Background: an optimization exercise with open tools, aiming at small area. Do not read the settings as production practice.
In this exercise RTL edits were held to simulation tests only and were not proved equivalent to the original.
No activity file was given, so power comes from the tool's default toggle rates. The clock port is modelled as an ideal driver; clocking choices that lean on that would not hold on a real chip.

<file path="run.sh">
#!/bin/bash
# synth_recipe.tcl (not shown) runs the flow's synth.tcl, then flattens the netlist and writes it again
# the make line also repeats each setting of config.mk as NAME=value (left out here)
make -C /OpenROAD-flow-scripts/flow DESIGN_CONFIG=/design/flow/config.mk WORK_HOME=/design/flow/orfs CLKGATE_MAP_FILE= SYNTH_SCRIPT=/design/flow/synth_recipe.tcl finish
</file>
<file path="config.mk">
export PLATFORM = sky130hd
export DESIGN_NAME = pm8121_codec
export DESIGN_NICKNAME = pm8121_codec
export VERILOG_FILES = /design/flow/design.v
export SDC_FILE = /design/flow/constraint.sdc
export NUM_CORES = 4
export LEC_CHECK = 0
export CAP_MARGIN = 20
export CORE_MARGIN = 2
export CORE_UTILIZATION = 40
export CTS_CLUSTER_DIAMETER = 80
export CTS_CLUSTER_SIZE = 30
export SLEW_MARGIN = 20
</file>
<file path="constraint.sdc">
create_clock -name core_clock -period 10.0 [get_ports {clk}]
set_input_delay 2.0000 -clock core_clock [delete_from_list [all_inputs] [get_ports {clk}]]
set_output_delay 2.0000 -clock core_clock [all_outputs]
set_load 0.01 [all_outputs]
</file>
<file path="design.v">
module pm8121_crc_rom (
    input  wire [7:0] idx,
    output wire [7:0] val
);
    assign val[0] = idx[2] ^ idx[4] ^ idx[5];
    assign val[1] = idx[0] ^ idx[3] ^ idx[5] ^ idx[6];
    assign val[2] = idx[0] ^ idx[1] ^ idx[4] ^ idx[6] ^ idx[7];
    assign val[3] = idx[0] ^ idx[1] ^ idx[4] ^ idx[7];
    assign val[4] = idx[0] ^ idx[1] ^ idx[4];
    assign val[5] = idx[1] ^ idx[2] ^ idx[5];
    assign val[6] = idx[0] ^ idx[2] ^ idx[3] ^ idx[6];
    assign val[7] = idx[1] ^ idx[3] ^ idx[4] ^ idx[7];
endmodule
module pm8121_codec (
    input  wire        clk,
    input  wire        rst,
    input  wire        cmd_valid,
    output wire        cmd_ready,
    input  wire [15:0] cmd,
    output reg         rd_valid,
    output wire [7:0]  rd_data,
    input  wire        rx_valid,
    output wire        rx_ready,
    input  wire [9:0]  rx_word,
    output wire        tx_valid,
    input  wire        tx_ready,
    output wire [7:0]  tx_data,
    output wire        tx_last,
    input  wire        tx_fail
);
    localparam integer LW = 4;                
    localparam integer RL = 1 << LW;          
    localparam integer NR = 256 / RL;         
    localparam [7:0] OPC_NOP         = 8'h00;
    localparam [7:0] OPC_CRC_CLEAR   = 8'h01;
    localparam [7:0] OPC_CRC_UPDATE  = 8'h02;
    localparam [7:0] OPC_ENC_BEGIN   = 8'h10;
    localparam [7:0] OPC_ENC_ARG     = 8'h11;
    localparam [7:0] OPC_ENC_EMIT    = 8'h12;
    localparam [7:0] OPC_RX_BEGIN    = 8'h20;
    localparam [7:0] OPC_REG_READ    = 8'h30;
    localparam [7:0] OPC_RXBUF_READ  = 8'h31;
    localparam [7:0] OPC_ENCBUF_READ = 8'h32;
    localparam [2:0] ENC_IDLE = 3'd0, ENC_OPEN = 3'd1, ENC_SENT = 3'd2,
                     ENC_TOO_LONG = 3'd3, ENC_SEND_FAILURE = 3'd4,
                     ENC_NOT_OPEN = 3'd5;
    localparam [2:0] RX_IDLE = 3'd0, RX_START = 3'd1, RX_LENGTH = 3'd2,
                     RX_DATA = 3'd3, RX_CHECKSUM = 3'd4, RX_END = 3'd5,
                     RX_DONE = 3'd6;
    localparam [3:0] ST_NONE = 4'd0, ST_BUSY = 4'd1, ST_OK = 4'd2,
                     ST_REPLY_TOO_SHORT = 4'd3, ST_OUT_OF_BAND = 4'd4,
                     ST_NAK = 4'd5, ST_UNRECOGNIZED_CONTROL = 4'd6,
                     ST_NO_MORE_DATA = 4'd7, ST_RECEIVE_FAILURE = 4'd8;
    localparam [1:0] FLT_NONE = 2'd0, FLT_BAD_LENGTH = 2'd1,
                     FLT_CRC_MISMATCH = 2'd2, FLT_BAD_ETX = 2'd3;
    localparam [7:0] STX = 8'hA5, ETX = 8'h5A, ACK = 8'h06, NAK = 8'h15;
    localparam [1:0] KIND_BYTE = 2'd0, KIND_EOS = 2'd1, KIND_FAIL = 2'd2,
                     KIND_RSVD = 2'd3;
    localparam [2:0] TX_IDLE = 3'd0, TX_STX = 3'd1, TX_LEN = 3'd2,
                     TX_BODY = 3'd3, TX_CRC = 3'd4, TX_ETX = 3'd5;
    reg  [7:0] crc_acc;
    reg        cmd_illegal;
    reg        rx_illegal;
    reg  [2:0] enc_status;
    reg  [7:0] enc_opcode;
    reg  [7:0] enc_nargs;
    reg        enc_pend;      
    reg  [2:0] tx_ph;         
    reg        tx_vld;        
    reg  [7:0] tx_k;          
    reg  [7:0] emit_crc;      
    reg  [7:0] dbyte;         
    reg  [2:0] rx_state;
    reg  [3:0] rx_status;
    reg  [7:0] rx_sent_opcode;
    reg  [7:0] rx_len;
    reg  [7:0] rx_count;
    reg  [7:0] rx_crc;
    reg  [1:0] rx_fault;
    reg        f_ack;         
    reg        f_nak;         
    reg        f_echo;        
    reg  [LW-1:0] pos;        
    always @(posedge clk) begin
        if (rst)
            pos <= {LW{1'b0}};
        else
            pos <= pos + 1'b1;
    end
    wire [7:0] opc = cmd[15:8];
    wire [7:0] opd = cmd[7:0];
    wire [1:0] rx_kind = rx_word[9:8];
    wire [7:0] rx_byte = rx_word[7:0];
    wire emitting  = (tx_ph != TX_IDLE);
    assign tx_valid = tx_vld;
    assign tx_data  = dbyte;
    assign rd_data  = dbyte;
    assign tx_last  = tx_vld && (tx_ph == TX_ETX);
    wire tx_fire = tx_vld && tx_ready;
    wire st_start = (rx_state == RX_START);
    wire st_len   = (rx_state == RX_LENGTH);
    wire st_data  = (rx_state == RX_DATA);
    wire st_chk   = (rx_state == RX_CHECKSUM);
    wire st_end   = (rx_state == RX_END);
    wire rx_active = st_start || st_len || st_data || st_chk || st_end;
    wire [7:0] enc_ridx = emitting ? tx_k : opd;
    wire       enc_at   = (pos == enc_ridx[LW-1:0]);
    wire       info_reg = (opc == OPC_REG_READ) && (opd == 8'h17);
    wire [7:0] rx_ridx  = info_reg ? ((rx_status == ST_OUT_OF_BAND) ? 8'd2 : 8'd1) : opd;
    wire       rx_at    = (pos == rx_ridx[LW-1:0]);
    wire       rxw_at   = (pos == rx_count[LW-1:0]);
    wire       encw_at  = (pos == enc_nargs[LW-1:0]);
    wire       enc_we;
    wire [7:0] enc_wdata;
    wire       rx_we;
    wire [7:0] enc_head [0:NR-1];
    wire [7:0] rx_head  [0:NR-1];
    genvar g;
    generate
        for (g = 0; g < NR; g = g + 1) begin : g_ring
            reg [8*RL-1:0] eb;
            reg [8*RL-1:0] rb;
            wire ew = enc_we && (enc_nargs[7:LW] == g);
            wire rw = rx_we  && (rx_count[7:LW]  == g);
            always @(posedge clk) begin
                eb <= {(ew ? enc_wdata : eb[7:0]), eb[8*RL-1:8]};
                rb <= {(rw ? rx_byte   : rb[7:0]), rb[8*RL-1:8]};
            end
            assign enc_head[g] = eb[7:0];
            assign rx_head[g]  = rb[7:0];
        end
    endgenerate
    wire [7:0] enc_rdata = enc_head[enc_ridx[7:LW]];
    wire [7:0] rx_rdata  = rx_head[rx_ridx[7:LW]];
    wire enc_open  = (enc_status == ENC_OPEN);
    wire arg_wr    = enc_open && (enc_nargs < 8'd253);
    wire arg_wr_nx = enc_open && (enc_nargs < 8'd252);
    wire enc_commit = enc_pend && encw_at;
    wire info_set = (rx_status == ST_OUT_OF_BAND) ||
                    (rx_status == ST_UNRECOGNIZED_CONTROL);
    reg cmd_wait;
    always @(*) begin
        case (opc)
            OPC_ENC_ARG:     cmd_wait = enc_pend && !(enc_commit && arg_wr_nx);
            OPC_ENCBUF_READ: cmd_wait = enc_pend || ((opd < 8'd253) && !enc_at);
            OPC_RXBUF_READ:  cmd_wait = enc_pend || ((opd != 8'd0) && (opd != 8'd255) && !rx_at);
            OPC_REG_READ:    cmd_wait = enc_pend || (info_reg && info_set && !rx_at);
            default:         cmd_wait = enc_pend;
        endcase
    end
    assign cmd_ready = !emitting && !cmd_wait;
    wire cmd_fire = cmd_valid && cmd_ready;
    wire c_crc_clr = cmd_fire && (opc == OPC_CRC_CLEAR);
    wire c_crc_upd = cmd_fire && (opc == OPC_CRC_UPDATE);
    wire c_enc_beg = cmd_fire && (opc == OPC_ENC_BEGIN);
    wire c_enc_arg = cmd_fire && (opc == OPC_ENC_ARG);
    wire c_emit    = cmd_fire && (opc == OPC_ENC_EMIT);
    wire c_rx_beg  = cmd_fire && (opc == OPC_RX_BEGIN);
    wire c_reg_rd  = cmd_fire && (opc == OPC_REG_READ);
    wire c_rxb_rd  = cmd_fire && (opc == OPC_RXBUF_READ);
    wire c_encb_rd = cmd_fire && (opc == OPC_ENCBUF_READ);
    wire c_read    = c_reg_rd || c_rxb_rd || c_encb_rd;
    wire c_illegal = cmd_fire &&
                     (opc != OPC_NOP) && (opc != OPC_CRC_CLEAR) && (opc != OPC_CRC_UPDATE) &&
                     (opc != OPC_ENC_BEGIN) && (opc != OPC_ENC_ARG) && (opc != OPC_ENC_EMIT) &&
                     (opc != OPC_RX_BEGIN) && (opc != OPC_REG_READ) &&
                     (opc != OPC_RXBUF_READ) && (opc != OPC_ENCBUF_READ);
    wire arg_now  = c_enc_arg && !enc_pend && arg_wr && encw_at;    
    wire arg_hold = c_enc_arg && (enc_pend || (arg_wr && !encw_at));  
    wire arg_long = c_enc_arg && !enc_pend && enc_open && !arg_wr;
    wire arg_bad  = c_enc_arg && !enc_open && (enc_status != ENC_TOO_LONG);
    assign enc_we    = enc_commit || arg_now;
    assign enc_wdata = enc_pend ? dbyte : opd;
    wire [7:0] crc_idx = emitting ? (emit_crc ^ dbyte) : (crc_acc ^ opd);
    wire [7:0] crc_next;
    wire [7:0] rx_crc_next;
    pm8121_crc_rom u_rom    (.idx(crc_idx),          .val(crc_next));
    pm8121_crc_rom u_rx_rom (.idx(rx_crc ^ rx_byte), .val(rx_crc_next));
    wire [7:0] rx_remaining  = rx_len - rx_count;
    wire       rlen_set      = (rx_status == ST_OK) ||
                               ((rx_status == ST_NAK) && (rx_count >= 8'd3));
    wire [7:0] rx_result_len = rlen_set ? (rx_count - 8'd3) : 8'h00;
    reg [7:0] reg_rdata;
    always @(*) begin
        case (opd)
            8'h00: reg_rdata = crc_acc;
            8'h01: reg_rdata = {6'd0, rx_illegal, cmd_illegal};
            8'h08: reg_rdata = {5'd0, enc_status};
            8'h09: reg_rdata = enc_opcode;
            8'h0A: reg_rdata = enc_nargs;
            8'h10: reg_rdata = {5'd0, rx_state};
            8'h11: reg_rdata = {4'd0, rx_status};
            8'h12: reg_rdata = rx_sent_opcode;
            8'h13: reg_rdata = rx_len;
            8'h14: reg_rdata = rx_count;
            8'h15: reg_rdata = rx_remaining;
            8'h16: reg_rdata = rx_crc;
            8'h17: reg_rdata = info_set ? rx_rdata : 8'h00;
            8'h18: reg_rdata = {6'd0, rx_fault};
            8'h19: reg_rdata = rx_result_len;
            default: reg_rdata = 8'h00;
        endcase
    end
    wire [7:0] rxbuf_rdata  = (opd == 8'd255) ? 8'h00 :
                              (opd == 8'd0)   ? rx_len : rx_rdata;
    wire [7:0] encbuf_rdata = (opd >= 8'd253) ? 8'h00 : enc_rdata;
    wire [7:0] rd_result    = opc[1] ? encbuf_rdata : opc[0] ? rxbuf_rdata : reg_rdata;
    always @(posedge clk) begin
        if (rst) begin
            crc_acc     <= 8'h00;
            cmd_illegal <= 1'b0;
            rd_valid    <= 1'b0;
        end else begin
            rd_valid <= c_read;
            if (c_crc_clr)
                crc_acc <= 8'h00;
            else if (c_crc_upd)
                crc_acc <= crc_next;
            if (c_illegal)
                cmd_illegal <= 1'b1;
        end
    end
    wire tx_end = tx_fire && (tx_ph == TX_ETX);
    always @(posedge clk) begin
        if (rst) begin
            enc_status <= ENC_IDLE;
            enc_opcode <= 8'h00;
            enc_nargs  <= 8'd0;
            enc_pend   <= 1'b0;
            tx_ph      <= TX_IDLE;
            tx_vld     <= 1'b0;
        end else begin
            if (c_enc_beg) begin
                enc_opcode <= opd;
                enc_status <= ENC_OPEN;
            end else if (arg_long) begin
                enc_status <= ENC_TOO_LONG;
            end else if (arg_bad || (c_emit && !enc_open && (enc_status != ENC_TOO_LONG))) begin
                enc_status <= ENC_NOT_OPEN;
            end else if (tx_end) begin
                enc_status <= tx_fail ? ENC_SEND_FAILURE : ENC_SENT;
            end
            if (c_enc_beg)
                enc_nargs <= 8'd0;
            else if (enc_commit || arg_now)
                enc_nargs <= enc_nargs + 8'd1;
            if (arg_hold)
                enc_pend <= 1'b1;
            else if (enc_commit)
                enc_pend <= 1'b0;
            if (c_read || arg_hold)
                dbyte <= c_read ? rd_result : opd;
            if (c_emit && enc_open) begin
                tx_ph    <= TX_STX;
                tx_vld   <= 1'b1;
                dbyte    <= STX;
                tx_k     <= 8'd0;
                emit_crc <= 8'h00;
            end
            if (tx_fire) begin
                case (tx_ph)
                    TX_STX: begin
                        tx_ph <= TX_LEN;
                        dbyte <= enc_nargs + 8'd2;
                    end
                    TX_LEN: begin
                        emit_crc <= crc_next;
                        tx_ph    <= TX_BODY;
                        dbyte    <= enc_opcode;
                    end
                    TX_BODY: begin
                        emit_crc <= crc_next;
                        if (tx_k == enc_nargs) begin
                            tx_ph <= TX_CRC;
                            dbyte <= crc_next;
                        end else if (enc_at) begin
                            dbyte <= enc_rdata;
                            tx_k  <= tx_k + 8'd1;
                        end else begin
                            tx_vld <= 1'b0;
                        end
                    end
                    TX_CRC: begin
                        tx_ph <= TX_ETX;
                        dbyte <= ETX;
                    end
                    default: begin
                        tx_ph  <= TX_IDLE;
                        tx_vld <= 1'b0;
                    end
                endcase
            end else if (emitting && !tx_vld && enc_at) begin
                dbyte  <= enc_rdata;
                tx_k   <= tx_k + 8'd1;
                tx_vld <= 1'b1;
            end
        end
    end
    assign rx_ready = rx_active && !c_rx_beg && (!st_data || rxw_at);
    wire rx_fire   = rx_valid && rx_ready;
    wire byte_fire = rx_fire && (rx_kind == KIND_BYTE);
    wire b_stx  = (rx_byte == STX);
    wire b_zero = (rx_byte == 8'h00);
    wire b_one  = (rx_byte == 8'h01);
    wire b_etx  = (rx_byte == ETX);
    wire crc_ok = (rx_byte == rx_crc);
    wire [7:0] count_inc = rx_count + 8'd1;
    wire len_ok   = byte_fire && st_len && !b_zero;        
    wire grow     = len_ok || (byte_fire && st_data);      
    wire bad_len  = byte_fire && st_len && b_zero;
    wire bad_crc  = byte_fire && st_chk && !crc_ok;
    wire bad_etx  = byte_fire && st_end && !b_etx;
    wire dispatch = byte_fire && st_end && b_etx;
    wire clear    = c_rx_beg || bad_crc || bad_etx;        
    assign rx_we = byte_fire && st_data;
    reg [3:0] disp_status;
    always @(*) begin
        if (rx_count < 8'd2)
            disp_status = ST_REPLY_TOO_SHORT;
        else if (f_ack)
            disp_status = (rx_count < 8'd3) ? ST_REPLY_TOO_SHORT :
                          f_echo ? ST_OK : ST_OUT_OF_BAND;
        else if (f_nak)
            disp_status = ST_NAK;
        else
            disp_status = ST_UNRECOGNIZED_CONTROL;
    end
    always @(posedge clk) begin
        if (rst) begin
            rx_illegal     <= 1'b0;
            rx_state       <= RX_IDLE;
            rx_status      <= ST_NONE;
            rx_sent_opcode <= 8'h00;
            rx_len         <= 8'h00;
            rx_count       <= 8'h00;
            rx_crc         <= 8'h00;
            rx_fault       <= FLT_NONE;
        end else begin
            if (rx_fire && (rx_kind == KIND_RSVD))
                rx_illegal <= 1'b1;
            if (c_rx_beg)
                rx_sent_opcode <= opd;
            if (clear) begin
                rx_count <= 8'h00;
                rx_crc   <= 8'h00;
            end else if (grow) begin
                rx_count <= count_inc;
                rx_crc   <= rx_crc_next;
            end
            if (clear)
                rx_len <= 8'h00;
            else if (len_ok)
                rx_len <= rx_byte;
            if (c_rx_beg)
                rx_fault <= FLT_NONE;
            else if (bad_len)
                rx_fault <= FLT_BAD_LENGTH;
            else if (bad_crc)
                rx_fault <= FLT_CRC_MISMATCH;
            else if (bad_etx)
                rx_fault <= FLT_BAD_ETX;
            if (c_rx_beg)
                rx_status <= ST_BUSY;
            else if (dispatch)
                rx_status <= disp_status;
            else if (rx_fire && (rx_kind == KIND_EOS))
                rx_status <= ST_NO_MORE_DATA;
            else if (rx_fire && (rx_kind == KIND_FAIL))
                rx_status <= ST_RECEIVE_FAILURE;
            if (c_rx_beg || bad_len || bad_crc || bad_etx)
                rx_state <= RX_START;
            else if (dispatch || (rx_fire && ((rx_kind == KIND_EOS) || (rx_kind == KIND_FAIL))))
                rx_state <= RX_DONE;
            else if (byte_fire && st_start && b_stx)
                rx_state <= RX_LENGTH;
            else if (len_ok)
                rx_state <= b_one ? RX_CHECKSUM : RX_DATA;
            else if (byte_fire && st_data && (count_inc == rx_len))
                rx_state <= RX_CHECKSUM;
            else if (byte_fire && st_chk)
                rx_state <= RX_END;     
        end
    end
    always @(posedge clk) begin
        if (rx_we && (rx_count == 8'd1)) begin
            f_ack <= (rx_byte == ACK);
            f_nak <= (rx_byte == NAK);
        end
        if (rx_we && (rx_count == 8'd2))
            f_echo <= (rx_byte == rx_sent_opcode);
    end
endmodule
</file>
==> impl_metrics.yaml, run 1 <==
power_and_ir_drop:
  internal_power_mw: 20.0
  seqPwrFrac_pct: 67.1
  switching_share_pct: 20.1
  pwr-share-comb_pct: 1.1
  switching_power_mw: 5.01
  clockPowerShare_pct: 31.8
  leakage_nw: 40.6
  powerDensity_nw_per_um2: 237
  ir_drop_mv: 0.177
timing:
  max_slew.worst_pin.slew_ps: 1140
  hold_viol_final: 0
  max_slew_margin_pct: 22.2
  setup_violations: 0
  fin_crit_sh_pct: 81.6
  setup_tns_ps: 0
  skew_ps: 58.7
  maxSlewViolCount: 0
  rsz0062_at_grt: "false"
  max_freq_ghz: 0.123
  final.min_clock_period_ps: 8160
final_layout:
  final_nets: 6224
  drive_gt1_share_pct: 7.54
  final_util_pct: 44.0
  syn2layout_area_growth_pct: 9.64
logic_synthesis:
  syn_avg_cell_area_um2: 15.9
  synth-seq-area-share_pct: 87.8
  synth_xor_area_share_pct: 1.10
  async_flop_share_pct: 0
  ys_ff_latch: 4203
  synth_top_family_by_area: "compound AO/OA/AOI/OAI gates"
  ys_warn_count: 1
  syn_inst: 6049
  yosysUniqueCellTypes: 82
  synth_area_um2: 96200
  synth_edf_count: 27
  synth_compound_area_share_pct: 3.74
  syn-num-nets: 6102
  synth_adder_area_share_pct: 0.291
  synthFlopType: "dfxtp_1"
  synth_simple_gate_area_share_pct: 3.71
  muxShareOfSynthArea_pct: 2.55
worst_setup_path:
  arrival_ps: 6160
  crit_required_ps: 8000
  crit_fanout: 10
  crit_slowest_cell: "or4_1"
  crit_path_end_kind: "primary output"
  cp_slowest_stage_delay_ps: 750
  cp_num_buf_inv: 2
  startpoint_type: "input port"
  critPathTopFamily: "simple AND/OR/NAND/NOR gates"
  cp_cell_sequence: "clkdlybuf4s50_1, or4_1, nor4_4, nand2_1, a311o_1, o311a_1, nor3_1, o21a_1, clkdlybuf4s50_1"
  critPathKind: "in -> out"
  cpMostUsedCell: "clkdlybuf4s50_1"
floorplanning:
  chipWidth_um: 494
  die_area_um2: 244000
  ios: 53
  core.rowCount: 180
  initial_utilization_pct: 40.1
  coreArea_um2: 240000
  die_h_um: 494
flow_run:
  drv_cap: 0
route:
  final_antenna_net_count: 0
  drtIter0Drc: 2642
  wl_per_cell_um: 18.8
  firstDrtPassIters: 6
  wl_mm: 177
  vias: 40660
  viasPerCell: 4.33
  drc_errors: 0
clocking:
  cts_buffers: 164
  clk_pin_slew_ps: 100
  clock_sinks: 4203
  cts_resized: 0
  cts-root-buf: "clkbuf_16"
  cts_buffer_depth: 3
  cts_tree: "yes"
  htreeDepth: 4
  clk_latency_ps: 870
  cts_hold_buf: 0
  post_cts_buffers: 0
global_route:
  grt_start_max_net_pins: 44
  grt_usage_pct: 14.3
  antenna_found_initial: 9
  grt_pass1_wl_mm: 257
  grt.overflow.total: 0
  grt_pass1_vias: 39297
placement:
  gp_congestion: 0.868
  dp_hpwl_mm: 118
  io_buffers: 52
hold_path:
  hp-class: "reg -> reg"
run_status:
  outcome: "finished clean"
[kinds of logic after synthesis]
| family | Yosys count |
|---|---|
| muxes | 223 |
| buffers and inverters | 205 |
| AOI/OAI and AO/OA | 558 |
| adders and majority gates | 22 |
| and+or+nand+nor | 717 |
| DFF | 4203 |
| xor gates and xnor gates | 121 |
[cells in the mapped netlist (8+ instances only)]
library cell | instances | share of area, %
xnor2_1 | 84 | 0.76
mux2_2 | 152 | 1.8
a22o_1 | 9 | 0.082
nor4_1 | 11 | 0.072
or4_1 | 8 | 0.062
o211ai_1 | 10 | 0.078
ha_1 | 20 | 0.26
o22ai_1 | 19 | 0.12
nor4bb_1 | 15 | 0.16
xor2_1 | 37 | 0.34
o32ai_1 | 8 | 0.073
nand4b_1 | 8 | 0.073
nor3_1 | 38 | 0.20
buf_4 | 8 | 0.062
nor2b_1 | 32 | 0.21
or3_1 | 17 | 0.11
a221oi_1 | 16 | 0.15
nand2_1 | 143 | 0.56
dfxtp_1 | 4176 | 87
a221o_1 | 9 | 0.094
a21oi_1 | 169 | 0.88
nand4_1 | 26 | 0.17
edfxtp_1 | 27 | 0.84
nand2b_1 | 14 | 0.091
buf_1 | 16 | 0.062
clkbuf_1 | 135 | 0.53
or2_2 | 8 | 0.052
a31oi_1 | 17 | 0.11
nor2_1 | 263 | 1.0
and2_1 | 13 | 0.085
nand3_1 | 55 | 0.29
nor4b_1 | 12 | 0.11
a211oi_1 | 16 | 0.12
inv_1 | 38 | 0.15
buf_2 | 8 | 0.042
and3_1 | 20 | 0.13
nand3b_1 | 9 | 0.070
a22oi_1 | 85 | 0.66
o21ai_0 | 116 | 0.60
mux2i_1 | 67 | 0.70
[registers in the layout (all words and copies together) (netlist names), 2 cells and up]
register / cells
crc_acc: 8
dbyte: 8
emit_crc: 8
enc_nargs: 8
enc_opcode: 8
enc_status: 3
g_ring.eb: 2048
g_ring.rb: 2048
pos: 4
rx_count: 8
rx_crc: 8
rx_fault: 2
rx_len: 8
rx_sent_opcode: 8
rx_state: 3
rx_status: 4
tx_k: 8
tx_ph: 3
[worst reg2reg max path: stages (launching register included)]
cell and delay [ps]:
dfxtp_1 720, or3_1 190, buf_4 460, mux2_1 620, buf_4 290, a22oi_1 230
nand4_1 260, nor3_1 620, o21ai_0 160, o31a_1 320, or4_1 480, a22o_1 190
[area by class of cell]
type | instances | area, µm²
clock inverter | 32 | 668
sequential | 4203 | 84400
antenna | 8 | 20.0
timing repair buffer | 123 | 1030
inverter | 38 | 143
clock buffer | 168 | 4130
multi-input combinational | 1641 | 11100
fill | 20952 | 134000
tap | 3185 | 3990
[placed cells by master, fill, tap and decap left out, types with 38 or more instances in the layout]
master and count:
a21oi_1 168, a22oi_1 85, buf_4 70, clkbuf_16 164
clkdlybuf4s50_1 48, dfxtp_1 4176, inv_1 38, mux2_2 152
mux2i_1 60, nand2_1 143, nand3_1 55, nor2_1 261
o21ai_0 116, xnor2_1 84
[path summary, 6_finish.rpt]
path                                 start                        to  slack (ps)  cells after the start
setup / recovery                   cmd[11]                 cmd_ready        1840                      9
hold / removal    g_ring[6].eb[47]$_DFF_P_  g_ring[6].eb[39]$_DFF_P_         280                      0
setup reg to reg       tx_ph[1]$_SDFF_PP0_        dbyte[7]$_DFFE_PN_        5220                     11
hold reg to reg   g_ring[6].eb[47]$_DFF_P_  g_ring[6].eb[39]$_DFF_P_         280                      0
[metal layers]
metal	GRT usage [%]	routed length, µm	vias to the layer above
li1	-	-	19886
met1	19.3	82700	19748
met2	22.9	80500	741
met3	2.16	6530	283
met4	5.78	6830	2
met5	0	13	-
[through the flow]
| stage | instances | hold WS [ps] | instance area (µm²) | setup WS (ps) | power, mW |
|---|---|---|---|---|---|
| 2_1_floorplan | 6049 | 310 | 96200 | 3770 | 17.3 |
| 3_3_place_gp | 9189 | 310 | 101000 | 1860 | 17.4 |
| 3_5_place_dp | 9190 | 312 | 101000 | 1880 | 17.4 |
| 4_1_cts | 9390 | 272 | 105000 | 1890 | 25.3 |
| 5_1_grt | 9397 | 278 | 105000 | 1730 | 25.9 |
| 6_report | 9398 | 282 | 105000 | 1840 | 25.0 |
[power groups by stage]
stage	Clock (mW)	Combinational (mW)	Sequential, mW
3_3_place_gp	0	0.268	17.2
3_5_place_dp	0	0.269	17.2
6_report	7.94	0.270	16.8
4_1_cts	8.21	0.270	16.8
5_1_grt	8.79	0.282	16.8
2_1_floorplan	0	0.143	17.1
==> inputs of run 2 (changes only) <==
==> flow/run.sh (new file) <==
#!/bin/bash
# The standard layout (standard.sh: standard synthesis, floorplan, place,
# CTS, route, finish) with one change: clock tree synthesis runs without dummy
# loads, and with clkbuf_8 in the tree above the sink clusters. The clock
# period, constraints, power grid, tap cells and port buffering are the standard flow's.
set -euo pipefail
export CTS_ARGS="-sink_clustering_enable -repair_clock_nets -dont_use_dummy_load -sink_clustering_size 30 -sink_clustering_max_diameter 80 -tree_buf sky130_fd_sc_hd__clkbuf_8"
bash standard.sh > standard.log 2>&1
==> standard.sh (new file) <==
#!/bin/bash
# synth_recipe.tcl (not shown) runs the flow's synth.tcl, then flattens the netlist and writes it again
# the make line also repeats each setting of config.mk as NAME=value (left out here)
make -C /OpenROAD-flow-scripts/flow DESIGN_CONFIG=/design/flow/config.mk WORK_HOME=/design/flow/orfs CLKGATE_MAP_FILE= SYNTH_SCRIPT=/design/flow/synth_recipe.tcl "${@:-finish}"
removed: run.sh
==> run 2 against run 1 <==
Effect of this change:
- still clean
- non-clock buffer count unchanged
- area after synthesis unchanged
- via count about the same
- core utilization decreased by 0.36 points
- cell count decreased by 0.30%
- sequential share of layout area increased by 0.65 points
- first-iteration DRC count increased by 1.8%
- worst setup slack improved by 88 ps
- critical path type unchanged
- highest routed layer unchanged
==> impl_metrics.yaml, run 2 <==
run_status:
  outcome: "finished clean"
timing:
  hold_viol_final: 0
  hold_slack_ps: 135
  rsz0062_at_grt: "false"
  skew_ps: 188
  finalWorstSetupSlack_ps: 1930
  max_slew.worst_pin.slew_ps: 1050
  max_slew_margin_pct: 28.3
  max_freq_ghz: 0.124
  final.min_clock_period_ps: 8070
  maxSlewViolCount: 0
  fin_crit_sh_pct: 80.7
  setup_violations: 0
  setup_tns_ps: 0
placement:
  dp_hpwl_mm: 118
  dpl.cell_count: 9190
  gp_congestion: 0.868
  dpl_cell_area_um2: 101000
  dp_worst_setup_slack_ps: 1880
  io_buffers: 52
route:
  drtIter0Drc: 2690
  vias: 40671
  firstDrtPassIters: 7
  drc_errors: 0
  final_antenna_net_count: 0
  wl_per_cell_um: 18.8
  wl_mm: 176
  viasPerCell: 4.34
logic_synthesis:
  synth_edf_count: 27
  async_flop_share_pct: 0
  syn-num-nets: 6102
  yosys.area.top_type_share_pct: 86.9
  yosysUniqueCellTypes: 82
  synthTopCellsByArea: "dfxtp_1 (87%), mux2_2 (1.8%), nor2_1 (1.0%)"
  synth-seq-area-share_pct: 87.8
  syn_avg_cell_area_um2: 15.9
  yosysMostFrequentCell: "dfxtp_1"
  synth_commonest_cells: "dfxtp_1 (4,176), nor2_1 (263), a21oi_1 (169), mux2_2 (152), nand2_1 (143)"
  ys_warn_count: 1
  yosysTopAreaCell: "dfxtp_1"
  syn_inst: 6049
  synthFlopType: "dfxtp_1"
  synth_area_um2: 96200
  ys_ff_latch: 4203
global_route:
  grt.overflow.total: 0
  grt_pass1_vias: 39160
  grt_usage_pct: 14.2
  antenna_found_initial: 11
  grt_start_max_net_pins: 44
  grt_pass1_wl_mm: 256
floorplanning:
  chipWidth_um: 494
  coreArea_um2: 240000
  die_area_um2: 244000
  initial_utilization_pct: 40.1
  die_h_um: 494
  ios: 53
  core.rowCount: 180
power_and_ir_drop:
  seqPwrFrac_pct: 69.0
  switching_share_pct: 19.3
  pwr-share-comb_pct: 1.1
  leakage_nw: 40.2
  internal_power_mw: 19.6
  switching_power_mw: 4.71
  p_total_mw: 24.3
  ir_drop_mv: 0.125
  powerDensity_nw_per_um2: 233
  clockPowerShare_pct: 29.9
hold_path:
  hp-class: "reg -> reg"
final_layout:
  final_util_pct: 43.6
  final_common_cell: "dfxtp_1"
  drive_gt1_share_pct: 7.05
  final_nets: 6224
  layout_common_cells: "dfxtp_1 (4,176), nor2_1 (261), a21oi_1 (168), mux2_2 (152), clkbuf_16 (148)"
  finalInstanceArea_um2: 105000
  largestRegisters: "g_ring.eb (2048), g_ring.rb (2048)"
  syn2layout_area_growth_pct: 8.75
  final-instance-count-excl-fill: 9370
clocking:
  cts_tree: "yes"
  cts_hold_buf: 0
  htreeDepth: 4
  clk_pin_slew_ps: 100
  post_cts_buffers: 0
  clock_sinks: 4203
  cts_resized: 0
  cts_buffer_depth: 3
  cts_buffers: 164
  clk_latency_ps: 920
  cts-root-buf: "clkbuf_16"
worst_setup_path:
  crit_fanout: 10
  arrival_ps: 6070
  crit_path_end_kind: "primary output"
  startpoint_type: "input port"
  crit_required_ps: 8000
  critPathKind: "in -> out"
  r2r_slack_ps: 5200
flow_run:
  drv_cap: 0
-- run 2: cell type report --
class,instances,area (µm²)
repair buffers,123,1030
diodes,16,40.0
multi-input cells,1641,11100
flip-flops and latches,4203,84400
inverters,38,143
clock buffers,164,3920
well taps,3185,3990
fillers,21041,135000
-- run 2: worst max-delay path, cell delays in order --
cell and delay, ps:
clkdlybuf4s50_1 420, or4_1 750, nor4_4 630, nand2_1 240
a311o_1 400, o311a_1 380, nor3_1 150, o21a_1 440
clkdlybuf4s50_1 630
-- run 2: cell families (layout without fill, tap and decap cells) --
kind of cell / Yosys count / in the layout / synth area share, %
DFF: 4203 / 4203 / 87.8
AOI/OAI and AO/OA: 558 / 558 / 3.74
other: 0 / 16 / 0
xor gates and xnor gates: 121 / 121 / 1.10
adders and majority gates: 22 / 22 / 0.291
and+or+nand+nor: 717 / 717 / 3.71
buffers and inverters: 205 / 325 / 0.842
muxes: 223 / 223 / 2.55
-- run 2: routing by layer --
metal / part of all wire, % / GRT usage, % / up-vias / routed length, µm
met3: 3.7 / 2.18 / 296 / 6540
met5: 0.011 / 0 / - / 20
met4: 4.1 / 5.73 / 4 / 7280
met1: 47 / 19.2 / 19741 / 82700
li1: - / - / 19865 / -
met2: 45 / 22.9 / 765 / 79700
-- run 2: final timing paths --
path	to	from	cells past startpoint
hold reg to reg	g_ring[6].eb[39]$_DFF_P_	g_ring[6].eb[47]$_DFF_P_	0
hold / removal	g_ring[6].eb[39]$_DFF_P_	g_ring[6].eb[47]$_DFF_P_	0
setup / recovery	cmd_ready	cmd[11]	9
setup reg to reg	dbyte[7]$_DFFE_PN_	tx_ph[1]$_SDFF_PP0_	11
-- run 2: power groups by stage --
stage          Clock [mW]  Sequential [mW]  Combinational, mW
6_report             7.27             16.8              0.269
5_1_grt              8.09             16.8              0.282
4_1_cts              7.52             16.8              0.270
3_5_place_dp            0             17.2              0.269
3_3_place_gp            0             17.2              0.268
2_1_floorplan           0             17.1              0.143
==> inputs of run 3 (changes only) <==
==> flow/run.sh (replaced) <==
#!/bin/bash
# The standard layout (standard.sh) with two changes:
#  1. synthesis uses flow/my_synth.tcl: the standard flow's synthesis script with an
#     area-oriented ABC mapping of the combinational logic (same registers);
#  2. clock tree synthesis runs without dummy loads, with clkbuf_8 in the tree
#     above the sink clusters.
# The clock period, constraints, floorplan, power grid, tap cells, port
# buffers, placement, routing and finishing are the standard flow's own.
set -euo pipefail
here=$(pwd)
sed "s#SYNTH_SCRIPT=[^ ]*#SYNTH_SCRIPT=$here/flow/my_synth.tcl#" standard.sh > my_standard.sh
grep -q "SYNTH_SCRIPT=$here/flow/my_synth.tcl" my_standard.sh
bash my_standard.sh synth > synth.log 2>&1
export CTS_ARGS="-sink_clustering_enable -repair_clock_nets -dont_use_dummy_load -sink_clustering_size 30 -sink_clustering_max_diameter 80 -tree_buf sky130_fd_sc_hd__clkbuf_8"
bash standard.sh > standard.log 2>&1
==> flow/my_synth.tcl (new file) <==
# The standard synthesis script (synth_recipe.tcl) with one change: ORFS's
# final ABC technology mapping of the combinational logic runs Yosys's default
# liberty-mapping script (with &nf area recovery) instead of ORFS's
# delay-oriented abc_speed.script. Flip-flops are mapped by dfflibmap before
# this step, so the registers, their names and their cells are unchanged.
proc synth {args} { yosys synth -nofsm -noshare {*}$args }
proc abc {args} {
  set keep {}
  set i 0
  while {$i < [llength $args]} {
    set a [lindex $args $i]
    if {$a in {-liberty -dont_use}} {
      lappend keep $a [lindex $args [expr {$i + 1}]]
      incr i 2
    } elseif {$a in {-script -constr -D}} {
      incr i 2
    } else {
      lappend keep $a
      incr i
    }
  }
  yosys abc {*}$keep -script "+strash;&get,-n;&fraig,-x;&put;scorr;dc2;dretime;strash;&get,-n;&dch,-f;&nf,-R,1000;&put"
}
source $::env(SCRIPTS_DIR)/synth.tcl
# left out here: clear keep_hierarchy, flatten, clean up, hide names made inside functions, write 1_2_yosys.v
==> run 3 against run 2 <==
Effect of this change:
- sequential share of layout area increased by 1.1 points
- maximum frequency fell by 10%
- worst setup slack lost 930 ps
- largest power group unchanged
- first-iteration DRC count down 0.19%
- sequential power about the same
- core utilization rose by 0.37 points
- clock power is essentially flat
- cell count shrank 2.1%
- die area is 2.2% lower
- global-route usage decreased by 1.2 points
- wire length decreased by 11%
==> impl_metrics.yaml, run 3 <==
placement:
  io_buffers: 52
  gp_congestion: 0.860
  dpl_cell_area_um2: 99200
  dp_hpwl_mm: 104
logic_synthesis:
  synth_area_um2: 94000
  ys_warn_count: 1
  yosys.area.top_type_share_pct: 88.9
  syn-num-nets: 5785
  yosysTopAreaCell: "dfxtp_1"
  async_flop_share_pct: 0
  synthTopCellsByArea: "dfxtp_1 (89%), mux2_1 (1.5%), nor2_1 (1.1%)"
  synth_commonest_cells: "dfxtp_1 (4,176), nor2_1 (282), a21oi_1 (178), nand2_1 (169), o21ai_0 (131)"
  synth-seq-area-share_pct: 89.8
  syn_inst: 5732
  synthFlopType: "dfxtp_1"
  yosysMostFrequentCell: "dfxtp_1"
  yosysUniqueCellTypes: 58
  syn_avg_cell_area_um2: 16.4
  synth_edf_count: 27
  ys_ff_latch: 4203
hold_path:
  min_to: "g_ring[13].rb[2]$_DFF_P_"
  hold_depth: 0
  hp-class: "reg -> reg"
  min_from: "g_ring[13].rb[10]$_DFF_P_"
global_route:
  grt_busiest_layer: "met2"
  grt_usage_pct: 13.0
  grt_start_max_net_pins: 33
  grt.overflow.total: 0
  grt_pass1_wl_mm: 231
  grt_util_met1_pct: 18.8
  grt_use_met2_pct: 19.6
  use_met3_pct: 2.37
  antenna_found_initial: 13
  grt_pass1_vias: 36576
floorplanning:
  coreArea_um2: 235000
  ios: 53
  die_area_um2: 239000
  die_h_um: 489
  initial_utilization_pct: 40.1
  chipWidth_um: 489
  core.rowCount: 178
power_and_ir_drop:
  switching_share_pct: 19.1
  leakage_nw: 39.9
  seqPwrFrac_pct: 69.2
  internal_power_mw: 19.6
  powerDensity_nw_per_um2: 235
  switching_power_mw: 4.64
  pwr-share-comb_pct: 0.9
  clockPowerShare_pct: 30.0
  ir_drop_mv: 0.176
worst_setup_path:
  reg2reg_depth: 17
  crit_fanout: 12
  arrival_ps: 7010
  crit_required_ps: 8000
  r2r_slack_ps: 3530
  startpoint_type: "input port"
  r2r_end: "g_ring[8].rb[121]$_DFF_P_"
  r2r-start: "tx_ph[2]$_SDFF_PP0_"
  crit_path_end_kind: "primary output"
  critPathKind: "in -> out"
route:
  vias: 38842
  final_antenna_net_count: 0
  wl_per_cell_um: 17.2
  drc_errors: 0
  wl_mm: 158
  drtIter0Drc: 2685
  viasPerCell: 4.23
  firstDrtPassIters: 8
final_layout:
  n_fill_cell: 20529
  final_nets: 6075
  regArea_um2: 84400
  final_common_cell: "dfxtp_1"
  multiInputGateArea_um2: 9640
  drive_gt1_share_pct: 4.34
  finalInstanceArea_um2: 103000
  layout_common_cells: "dfxtp_1 (4,176), nor2_1 (282), a21oi_1 (178), nand2_1 (169), clkbuf_16 (148)"
  largestRegisters: "g_ring.eb (2048), g_ring.rb (2048)"
  syn2layout_area_growth_pct: 9.67
run_status:
  outcome: "finished clean"
clocking:
  cts_resized: 0
  clk_pin_slew_ps: 100
  cts_buffer_depth: 3
  cts-root-buf: "clkbuf_16"
  cts_buffers: 164
  post_cts_buffers: 0
  clock_sinks: 4203
  cts_tree: "yes"
  htreeDepth: 4
  clk_latency_ps: 840
  cts_hold_buf: 0
flow_run:
  drv_cap: 0
timing:
  final.min_clock_period_ps: 9010
  max_slew_margin_pct: 24.2
  maxSlewViolCount: 0
  max_slew.worst_pin.slew_ps: 1110
  fin_crit_sh_pct: 90.1
  max_freq_ghz: 0.111
  setup_violations: 0
  setup_tns_ps: 0
  skew_ps: 102
  hold_viol_final: 0
  rsz0062_at_grt: "false"
## run 3: changes by cell type in the layout (fill, tap and decap cells not counted), moves of 29 or more
cell | previous run | this run
inv_1 | 38 | 0
a22oi_1 | 85 | 50
mux2i_1 | 60 | 31
mux2_2 | 152 | 0
a222oi_1 | 4 | 43
mux2_1 | 2 | 129
## run 3: layout make-up
class,instances,area share [%]
clock buffer,164,3.80
sequential,4203,81.8
timing repair buffer,132,1.09
tap,3150,3.82
antenna,6,0.0146
multi-input combinational,1499,9.35
inverter,22,0.0801
## run 3: per-layer routing
metal | up-vias | wire length (µm)
li1 | 19199 | -
met1 | 18687 | 78900
met2 | 685 | 66900
met3 | 263 | 6900
met4 | 8 | 4840
met5 | - | 49
## run 3: power by group through the flow
stage	Combinational (mW)	Sequential, mW	Clock (mW)
after floorplan	0.0875	17.2	0
after global placement	0.211	17.2	0
after detailed placement	0.213	17.2	0
after CTS	0.214	16.8	7.51
after global routing	0.225	16.8	8.08
final	0.213	16.8	7.27
## run 3: kinds of logic after synthesis
logic type / share of synthesized area [%]
xor gates and xnor gates: 1.06
buffers and inverters: 0.152
DFF: 89.8
adders and majority gates: 0.287
and+or+nand+nor: 3.17
AOI/OAI and AO/OA: 3.62
muxes: 1.96
## run 3: worst max-delay path, stage by stage
cell and delay (ps):
clkdlybuf4s50_1 560, nor4b_2 490, buf_4 250, nand3_1 110
nor2_1 180, nand2_1 180, a21oi_1 230, xnor2_1 130
a2111oi_0 80, o311ai_0 380, a21boi_0 230, nand2_1 400
nor3_2 140, a2111oi_2 660, clkdlybuf4s50_1 930
## run 3: worst max path at each step
stage | startpoint | endpoint | cells past startpoint
final | cmd[7] | rx_ready | 15
after global routing | cmd[7] | rx_ready | 15
after CTS | cmd[7] | rx_ready | 15
after detailed placement | cmd[7] | rx_ready | 15
after global placement | cmd[6] | rx_ready | 12
after floorplan | cmd[7] | rx_ready | 12
## run 3: per-stage QoR
stage               instances  setup WS (ps)  utilization, %  hold WS [ps]  power [mW]
detailed placement       9006            902            42.3           312        17.4
finish                   9176            992            44.0           256        24.2
global placement         9005            816            42.3           310        17.4
floorplan                5732           2050               -           310        17.2
global route             9175            580            44.0           261        25.1
CTS                      9170            887            44.0           256        24.5
==> inputs of run 4 (changes only) <==
--- a/design.v
+++ b/design.v
@@ -31,6 +31,7 @@
     localparam integer LW = 4;                
     localparam integer RL = 1 << LW;          
     localparam integer NR = 256 / RL;         
+    localparam integer EL = 253 - (NR - 1) * RL;   
     localparam [7:0] OPC_NOP         = 8'h00;
     localparam [7:0] OPC_CRC_CLEAR   = 8'h01;
     localparam [7:0] OPC_CRC_UPDATE  = 8'h02;
@@ -81,11 +82,15 @@
     reg        f_nak;         
     reg        f_echo;        
     reg  [LW-1:0] pos;        
+    reg  [LW-1:0] pos_l;      
     always @(posedge clk) begin
-        if (rst)
-            pos <= {LW{1'b0}};
-        else
-            pos <= pos + 1'b1;
+        if (rst) begin
+            pos   <= {LW{1'b0}};
+            pos_l <= {LW{1'b0}};
+        end else begin
+            pos   <= pos + 1'b1;
+            pos_l <= (pos_l == EL - 1) ? {LW{1'b0}} : pos_l + 1'b1;
+        end
     end
     wire [7:0] opc = cmd[15:8];
     wire [7:0] opd = cmd[7:0];
@@ -104,12 +109,12 @@
     wire st_end   = (rx_state == RX_END);
     wire rx_active = st_start || st_len || st_data || st_chk || st_end;
     wire [7:0] enc_ridx = emitting ? tx_k : opd;
-    wire       enc_at   = (pos == enc_ridx[LW-1:0]);
+    wire       enc_at   = ((&enc_ridx[7:LW]) ? pos_l : pos) == enc_ridx[LW-1:0];
     wire       info_reg = (opc == OPC_REG_READ) && (opd == 8'h17);
     wire [7:0] rx_ridx  = info_reg ? ((rx_status == ST_OUT_OF_BAND) ? 8'd2 : 8'd1) : opd;
     wire       rx_at    = (pos == rx_ridx[LW-1:0]);
     wire       rxw_at   = (pos == rx_count[LW-1:0]);
-    wire       encw_at  = (pos == enc_nargs[LW-1:0]);
+    wire       encw_at  = ((&enc_nargs[7:LW]) ? pos_l : pos) == enc_nargs[LW-1:0];
     wire       enc_we;
     wire [7:0] enc_wdata;
     wire       rx_we;
@@ -118,12 +123,13 @@
     genvar g;
     generate
         for (g = 0; g < NR; g = g + 1) begin : g_ring
-            reg [8*RL-1:0] eb;
+            localparam integer ELEN = (g == NR - 1) ? EL : RL;
+            reg [8*ELEN-1:0] eb;
             reg [8*RL-1:0] rb;
             wire ew = enc_we && (enc_nargs[7:LW] == g);
             wire rw = rx_we  && (rx_count[7:LW]  == g);
             always @(posedge clk) begin
-                eb <= {(ew ? enc_wdata : eb[7:0]), eb[8*RL-1:8]};
+                eb <= {(ew ? enc_wdata : eb[7:0]), eb[8*ELEN-1:8]};
                 rb <= {(rw ? rx_byte   : rb[7:0]), rb[8*RL-1:8]};
             end
             assign enc_head[g] = eb[7:0];
@@ -175,7 +181,8 @@
     wire [7:0] crc_next;
     wire [7:0] rx_crc_next;
     pm8121_crc_rom u_rom    (.idx(crc_idx),          .val(crc_next));
-    pm8121_crc_rom u_rx_rom (.idx(rx_crc ^ rx_byte), .val(rx_crc_next));
+    wire [7:0] rx_crc_idx = rx_crc ^ rx_byte;
+    pm8121_crc_rom u_rx_rom (.idx(rx_crc_idx), .val(rx_crc_next));
     wire [7:0] rx_remaining  = rx_len - rx_count;
     wire       rlen_set      = (rx_status == ST_OK) ||
                                ((rx_status == ST_NAK) && (rx_count >= 8'd3));
@@ -303,7 +310,7 @@
     wire b_zero = (rx_byte == 8'h00);
     wire b_one  = (rx_byte == 8'h01);
     wire b_etx  = (rx_byte == ETX);
-    wire crc_ok = (rx_byte == rx_crc);
+    wire crc_ok = (rx_crc_idx == 8'h00);
     wire [7:0] count_inc = rx_count + 8'd1;
     wire len_ok   = byte_fire && st_len && !b_zero;        
     wire grow     = len_ok || (byte_fire && st_data);      
@@ -375,7 +382,7 @@
                 rx_state <= RX_LENGTH;
             else if (len_ok)
                 rx_state <= b_one ? RX_CHECKSUM : RX_DATA;
-            else if (byte_fire && st_data && (count_inc == rx_len))
+            else if (byte_fire && st_data && (rx_remaining == 8'd1))
                 rx_state <= RX_CHECKSUM;
             else if (byte_fire && st_chk)
                 rx_state <= RX_END;     
==> flow/run.sh (replaced) <==
#!/bin/bash
# The standard layout (standard.sh) with three changes:
#  1. synthesis uses flow/my_synth.tcl: the standard flow's synthesis script with an
#     area-oriented ABC mapping of the combinational logic (same registers);
#  2. clock tree synthesis runs without dummy loads, with clkbuf_8 in the tree
#     above the sink clusters;
#  3. the buffer placed on every input and output port is buf_1.
# The clock period, constraints, floorplan, power grid, tap cells,
# placement, routing and finishing are the standard flow's own.
set -euo pipefail
here=$(pwd)
sed "s#SYNTH_SCRIPT=[^ ]*#SYNTH_SCRIPT=$here/flow/my_synth.tcl#" standard.sh > my_standard.sh
grep -q "SYNTH_SCRIPT=$here/flow/my_synth.tcl" my_standard.sh
bash my_standard.sh synth > synth.log 2>&1
export CTS_ARGS="-sink_clustering_enable -repair_clock_nets -dont_use_dummy_load -sink_clustering_size 30 -sink_clustering_max_diameter 80 -tree_buf sky130_fd_sc_hd__clkbuf_8"
export BUFFER_PORTS_ARGS="-buffer_cell sky130_fd_sc_hd__buf_1"
bash standard.sh > standard.log 2>&1
==> run 4 against run 3 <==
Effect of this change:
- sequential power barely moved
- highest routed layer unchanged
- count of clock-buffer cells in the layout did not move
- clock skew rose by 19 ps
- die area fell by 0.50%
- sequential share of layout area rose by 0.29 points
- critical path type unchanged
- clock power barely moved
==> impl_metrics.yaml, run 4 <==
timing:
  final.min_clock_period_ps: 8250
  max_slew.worst_pin.slew_ps: 1120
  skew_ps: 121
  hold_viol_final: 0
  max_slew_margin_pct: 24.4
  setup_violations: 0
  maxSlewViolCount: 0
  max_freq_ghz: 0.121
  fin_crit_sh_pct: 82.5
  rsz0062_at_grt: "false"
  setup_tns_ps: 0
route:
  drtIter0Drc: 3038
  vias: 39143
  wl_mm: 168
  firstDrtPassIters: 9
  wl_per_cell_um: 18.5
  viasPerCell: 4.32
  drc_errors: 0
  final_antenna_net_count: 0
final_layout:
  final_common_cell: "dfxtp_1"
  drive_gt1_share_pct: 4.44
  final_nets: 6064
  largest-register: "g_ring.rb"
  final-instance-count-excl-fill: 9063
  largestRegisters: "g_ring.rb (2048), g_ring.eb (2024)"
  layout_common_cells: "dfxtp_1 (4,156), nor2_1 (253), nand2_1 (201), a21oi_1 (160), clkbuf_16 (148)"
  n_fill_cell: 20361
  largest_register_ff_count: 2048
  syn2layout_area_growth_pct: 9.32
logic_synthesis:
  synthTopCellsByArea: "dfxtp_1 (89%), mux2_1 (1.5%), nor2_1 (1.0%)"
  yosysUniqueCellTypes: 53
  synth_edf_count: 27
  ys_ff_latch: 4183
  synth-seq-area-share_pct: 89.8
  synth_commonest_cells: "dfxtp_1 (4,156), nor2_1 (254), nand2_1 (201), a21oi_1 (160), o21ai_0 (143)"
  synthFlopType: "dfxtp_1"
  synth_area_um2: 93600
  yosys.area.top_type_share_pct: 88.9
  ys_warn_count: 1
  syn_avg_cell_area_um2: 16.4
  async_flop_share_pct: 0
  yosysTopAreaCell: "dfxtp_1"
  syn-num-nets: 5764
  syn_inst: 5709
  yosysMostFrequentCell: "dfxtp_1"
hold_path:
  hp-class: "reg -> reg"
placement:
  dpl.cell_count: 8886
  dp_hpwl_mm: 113
  io_buffers: 52
  gp_congestion: 0.896
worst_setup_path:
  crit_path_end_kind: "primary output"
  critPathKind: "in -> out"
  crit_required_ps: 8000
  startpoint_type: "input port"
  crit_fanout: 7
  arrival_ps: 6250
floorplanning:
  die_h_um: 488
  chipWidth_um: 488
  initial_utilization_pct: 40.2
  die_area_um2: 238000
  coreArea_um2: 233000
  ios: 53
  core.rowCount: 177
global_route:
  grt_usage_pct: 13.9
  grt_pass1_vias: 36927
  grt_start_max_net_pins: 31
  grt.overflow.total: 0
  antenna_found_initial: 24
  grt_pass1_wl_mm: 242
clocking:
  clk_pin_slew_ps: 100
  cts_resized: 0
  cts_buffers: 164
  clock_sinks: 4183
  post_cts_buffers: 0
  htreeDepth: 4
  cts_buffer_depth: 3
  cts-root-buf: "clkbuf_16"
  cts_hold_buf: 0
  clk_latency_ps: 890
  cts_tree: "yes"
flow_run:
  drv_cap: 0
power_and_ir_drop:
  p_total_mw: 24.2
  powerDensity_nw_per_um2: 236
  ir_drop_mv: 0.134
  leakage_nw: 39.7
run_status:
  outcome: "finished clean"
[run 4: cell types whose count changed after synthesis, sizes merged, moves of 12 or more]
cell   before   now
a22oi      50    36
nor2      282   254
nand2     169   201
a21oi     178   160
o21ai     131   143
dfxtp    4176  4156
[run 4: worst max-delay path, stage by stage]
cell and delay [ps]:
buf_1 480, mux2i_1 300, or2_0 350, nor2_1 470
buf_4 290, mux2i_1 250, xnor2_1 160, nand4_1 270
a41oi_1 270, o21ai_0 100, o21ai_0 100, and2_0 180
nand2_1 170, nor2_1 410, nor2_1 180, buf_1 240
[run 4: worst paths after layout]
kind	startpoint	endpoint	slack [ps]	depth (start not counted)
setup reg to reg	tx_ph[2]$_SDFF_PP0_	g_ring[12].rb[121]$_DFF_P_	2330	22
hold / removal	g_ring[12].rb[14]$_DFF_P_	g_ring[12].rb[6]$_DFF_P_	210	0
hold reg to reg	g_ring[12].rb[14]$_DFF_P_	g_ring[12].rb[6]$_DFF_P_	210	0
setup / recovery	cmd[4]	rx_ready	1750	16
[run 4: kinds of logic (layout without fill, tap and decap cells)]
family                     after synthesis  count (layout)  share of synthesized area [%]
buffers and inverters                   34             332                          0.168
DFF                                   4183            4183                           89.8
adders and majority gates               23              23                          0.316
AOI/OAI and AO/OA                      513             513                           3.51
xor gates and xnor gates               111             111                           1.04
other                                    0              13                              0
and+or+nand+nor                        686             686                           3.30
muxes                                  159             159                           1.87
[run 4: area by class of cell]
class / count / area [µm²] / share of cell area (%)
tap: 3043 / 3810 / 3.72
inverter: 26 / 97.6 / 0.0954
clock buffer: 164 / 3920 / 3.84
timing repair buffer: 142 / 891 / 0.871
sequential: 4183 / 84000 / 82.1
antenna: 13 / 32.5 / 0.0318
multi-input combinational: 1492 / 9520 / 9.31
[run 4: metal layers]
metal / vias up / GRT usage (%) / routed length, µm
met3: 325 / 2.81 / 8990
li1: 19148 / - / -
met2: 793 / 19.8 / 68000
met5: - / 0 / 27
met4: 4 / 5.23 / 5910
met1: 18873 / 20.7 / 84900
[run 4: report_power, final]
group | internal [mW] | leakage, nW | switching, mW
combinational | 0.0588 | 4.01 | 0.159
sequential | 16.7 | 33.7 | 0.0238
clock | 2.78 | 1.94 | 4.46
total | 19.5 | 39.7 | 4.65
[run 4: per-stage QoR]
stage	instance area [µm²]	hold slack, ps	worst slack [ps]	util, %
global route	102000	201	1530	44.0
finish	102000	209	1750	44.0
floorplan	93600	310	1880	-
detailed placement	98300	312	1440	42.3
global placement	98300	309	1580	42.3
CTS	102000	199	1740	44.0
==> inputs of run 5 (changes only) <==
--- a/flow/run.sh
+++ b/flow/run.sh
@@ -12,6 +12,6 @@
 sed "s#SYNTH_SCRIPT=[^ ]*#SYNTH_SCRIPT=$here/flow/my_synth.tcl#" standard.sh > my_standard.sh
 grep -q "SYNTH_SCRIPT=$here/flow/my_synth.tcl" my_standard.sh
 bash my_standard.sh synth > synth.log 2>&1
-export CTS_ARGS="-sink_clustering_enable -repair_clock_nets -dont_use_dummy_load -sink_clustering_size 30 -sink_clustering_max_diameter 80 -tree_buf sky130_fd_sc_hd__clkbuf_8"
+export CTS_ARGS="-sink_clustering_enable -repair_clock_nets -dont_use_dummy_load -sink_clustering_size 33 -sink_clustering_max_diameter 80 -tree_buf sky130_fd_sc_hd__clkbuf_8"
 export BUFFER_PORTS_ARGS="-buffer_cell sky130_fd_sc_hd__buf_1"
 bash standard.sh > standard.log 2>&1
==> run 5 against run 4 <==
Effect of this change:
- die area unchanged
- worst setup slack worse by 34 ps
- clock power fell by 2.9%
- flip-flop and latch count stayed put
- global-route usage shrank 0.072 points
- largest cell class unchanged
- highest routed layer unchanged
==> impl_metrics.yaml, run 5 <==
floorplanning:
  coreArea_um2: 233000
  die_area_um2: 238000
  ios: 53
  initial_utilization_pct: 40.2
  chipWidth_um: 488
  core.rowCount: 177
  die_h_um: 488
clocking:
  post_cts_buffers: 0
  cts_hold_buf: 0
  clk_latency_ps: 860
  htreeDepth: 4
  cts_buffers: 154
  clk_pin_slew_ps: 110
  cts_buffer_depth: 3
  cts_resized: 0
  clock_sinks: 4183
  cts-root-buf: "clkbuf_16"
  cts_tree: "yes"
logic_synthesis:
  async_flop_share_pct: 0
  ys_warn_count: 1
  syn-num-nets: 5764
  synth_area_um2: 93600
  synthFlopType: "dfxtp_1"
  yosysUniqueCellTypes: 53
  yosysTopAreaCell: "dfxtp_1"
  yosysMostFrequentCell: "dfxtp_1"
  synth_edf_count: 27
  syn_avg_cell_area_um2: 16.4
  synthTopCellsByArea: "dfxtp_1 (89%), mux2_1 (1.5%), nor2_1 (1.0%)"
  ys_ff_latch: 4183
  syn_inst: 5709
  synth_commonest_cells: "dfxtp_1 (4,156), nor2_1 (254), nand2_1 (201), a21oi_1 (160), o21ai_0 (143)"
  yosys.area.top_type_share_pct: 88.9
  synth-seq-area-share_pct: 89.8
final_layout:
  largest_register_ff_count: 2048
  final_nets: 6054
  largestRegisters: "g_ring.rb (2048), g_ring.eb (2024)"
  layout_common_cells: "dfxtp_1 (4,156), nor2_1 (253), nand2_1 (201), a21oi_1 (160), o21ai_0 (141)"
  drive_gt1_share_pct: 4.29
  final_common_cell: "dfxtp_1"
  final-instance-count-excl-fill: 9054
  finalInstanceArea_um2: 102000
  largest-register: "g_ring.rb"
  syn2layout_area_growth_pct: 9.05
placement:
  io_buffers: 52
  dpl.cell_count: 8886
  dpl_cell_area_um2: 98300
  gp_congestion: 0.896
  dp_hpwl_mm: 113
timing:
  hold_slack_ps: 169
  hold_viol_final: 0
  max_freq_ghz: 0.121
  rsz0062_at_grt: "false"
  setup_tns_ps: 0
  maxSlewViolCount: 0
  skew_ps: 156
  max_slew_margin_pct: 24.5
  fin_crit_sh_pct: 82.9
  max_slew.worst_pin.slew_ps: 1110
  setup_violations: 0
  final.min_clock_period_ps: 8290
global_route:
  antenna_found_initial: 27
  grt_usage_pct: 13.8
  grt_pass1_wl_mm: 240
  grt.overflow.total: 0
  grt_pass1_vias: 36734
  grt_start_max_net_pins: 34
route:
  drtIter0Drc: 3149
  firstDrtPassIters: 7
  final_antenna_net_count: 0
  vias: 39080
  wl_mm: 167
  drc_errors: 0
  wl_per_cell_um: 18.5
  viasPerCell: 4.32
power_and_ir_drop:
  powerDensity_nw_per_um2: 235
  leakage_nw: 39.6
  p_total_mw: 24.0
  ir_drop_mv: 0.119
worst_setup_path:
  startpoint_type: "input port"
  crit_required_ps: 8000
  arrival_ps: 6290
  critPathKind: "in -> out"
  crit_path_end_kind: "primary output"
  crit_fanout: 7
hold_path:
  hp-class: "reg -> reg"
run_status:
  outcome: "finished clean"
flow_run:
  drv_cap: 0
-- run 5: metal layers --
layer / part of all wire [%] / up-vias / track usage [%]
li1: - / 19131 / -
met1: 51 / 18759 / 20.7
met2: 41 / 875 / 19.8
met3: 5.3 / 311 / 2.58
met4: 3.6 / 4 / 5.09
met5: 0.016 / - / 0
-- run 5: layout make-up --
type,instances,area (µm²)
Tap cell,3043,3810
Timing Repair Buffer,142,891
Sequential cell,4183,84000
Antenna cell,14,35.0
Inverter,26,97.6
Fill cell,20419,130000
Clock buffer,154,3670
Multi-Input combinational cell,1492,9520
-- run 5: power breakdown --
| part | switching (mW) | total (mW) | internal (mW) |
|---|---|---|---|
| registers | 0.0233 | 16.7 | 16.7 |
| logic | 0.159 | 0.218 | 0.0588 |
| clock network | 4.42 | 7.04 | 2.62 |
| total | 4.60 | 24.0 | 19.4 |
-- run 5: critical path: stages --
cell and delay, ps:
buf_1 480, mux2i_1 300, or2_0 350, nor2_1 480, buf_4 290, mux2i_1 250
xnor2_1 160, nand4_1 280, a41oi_1 270, o21ai_0 100, o21ai_0 100, and2_0 190
nand2_1 180, nor2_1 410, nor2_1 180, buf_1 240
-- run 5: logic make-up after synthesis --
group           share of synthesized area, %
compound gates                          3.51
buf+inv                                0.168
xor+xnor                                1.04
fa+ha+maj                              0.316
mux                                     1.87
flops                                   89.8
simple gates                            3.30
-- run 5: final timing paths --
check,start,end,slack (ps),depth (start not counted)
max,cmd[4],rx_ready,1710,16
min,g_ring[12].rb[14]$_DFF_P_,g_ring[12].rb[6]$_DFF_P_,170,0
max reg2reg,tx_ph[2]$_SDFF_PP0_,g_ring[12].rb[126]$_DFF_P_,2240,22
min reg2reg,g_ring[12].rb[14]$_DFF_P_,g_ring[12].rb[6]$_DFF_P_,170,0
-- run 5: through the flow --
step | setup slack (ps) | utilization [%]
5_1_grt | 1540 | 43.9
3_5_place_dp | 1440 | 42.3
6_report | 1710 | 43.9
2_1_floorplan | 1880 | -
4_1_cts | 1740 | 43.9
3_3_place_gp | 1580 | 42.3

static timing again, ports no longer ideal:
In the flow no input, the clock included, has a driving cell. The finished layouts below were timed again as built, in two steps. Step 1: set_driving_cell puts a clkbuf_16 on clk and a buf_2 on each other input, an assumption about the parent block. Step 2 moves the port delays by t, midway between the first and last clock arrival at a register: inputs arrive t later, outputs are due t later. That takes back most of the time a late clock gives input paths. a / b / c = ideal / step 1 / step 2; a / b = the first two.
| run | shift t [ns] | slack for setup (ns) | worst hold slack (ns) | worst setup path after step 2 | slew at the worst register clock pin (ns) |
|---|---|---|---|---|---|
| run 1 | 0.929 | 1.839 / 1.816 / 1.816 | 0.282 / 0.282 / 0.282 | input to output | 0.11 / 0.11 |
| run 2 | 0.917 | 1.927 / 1.904 / 1.904 | 0.135 / 0.135 / 0.135 | input to output | 0.11 / 0.11 |
| run 3 | 0.878 | 0.992 / 0.918 / 0.915 | 0.256 / 0.256 / 0.256 | input to register | 0.12 / 0.12 |
| run 4 | 0.894 | 1.746 / 1.627 / 1.272 | 0.209 / 0.209 / 0.209 | input to register | 0.11 / 0.11 |
| run 5 | 0.884 | 1.712 / 1.598 / 1.125 | 0.169 / 0.169 / 0.169 | input to register | 0.12 / 0.12 |
After both steps every run listed still meets setup and hold. The setup slack of run 5, which loses most, moves by -0.114 ns with the drivers and by -0.587 ns with both steps.
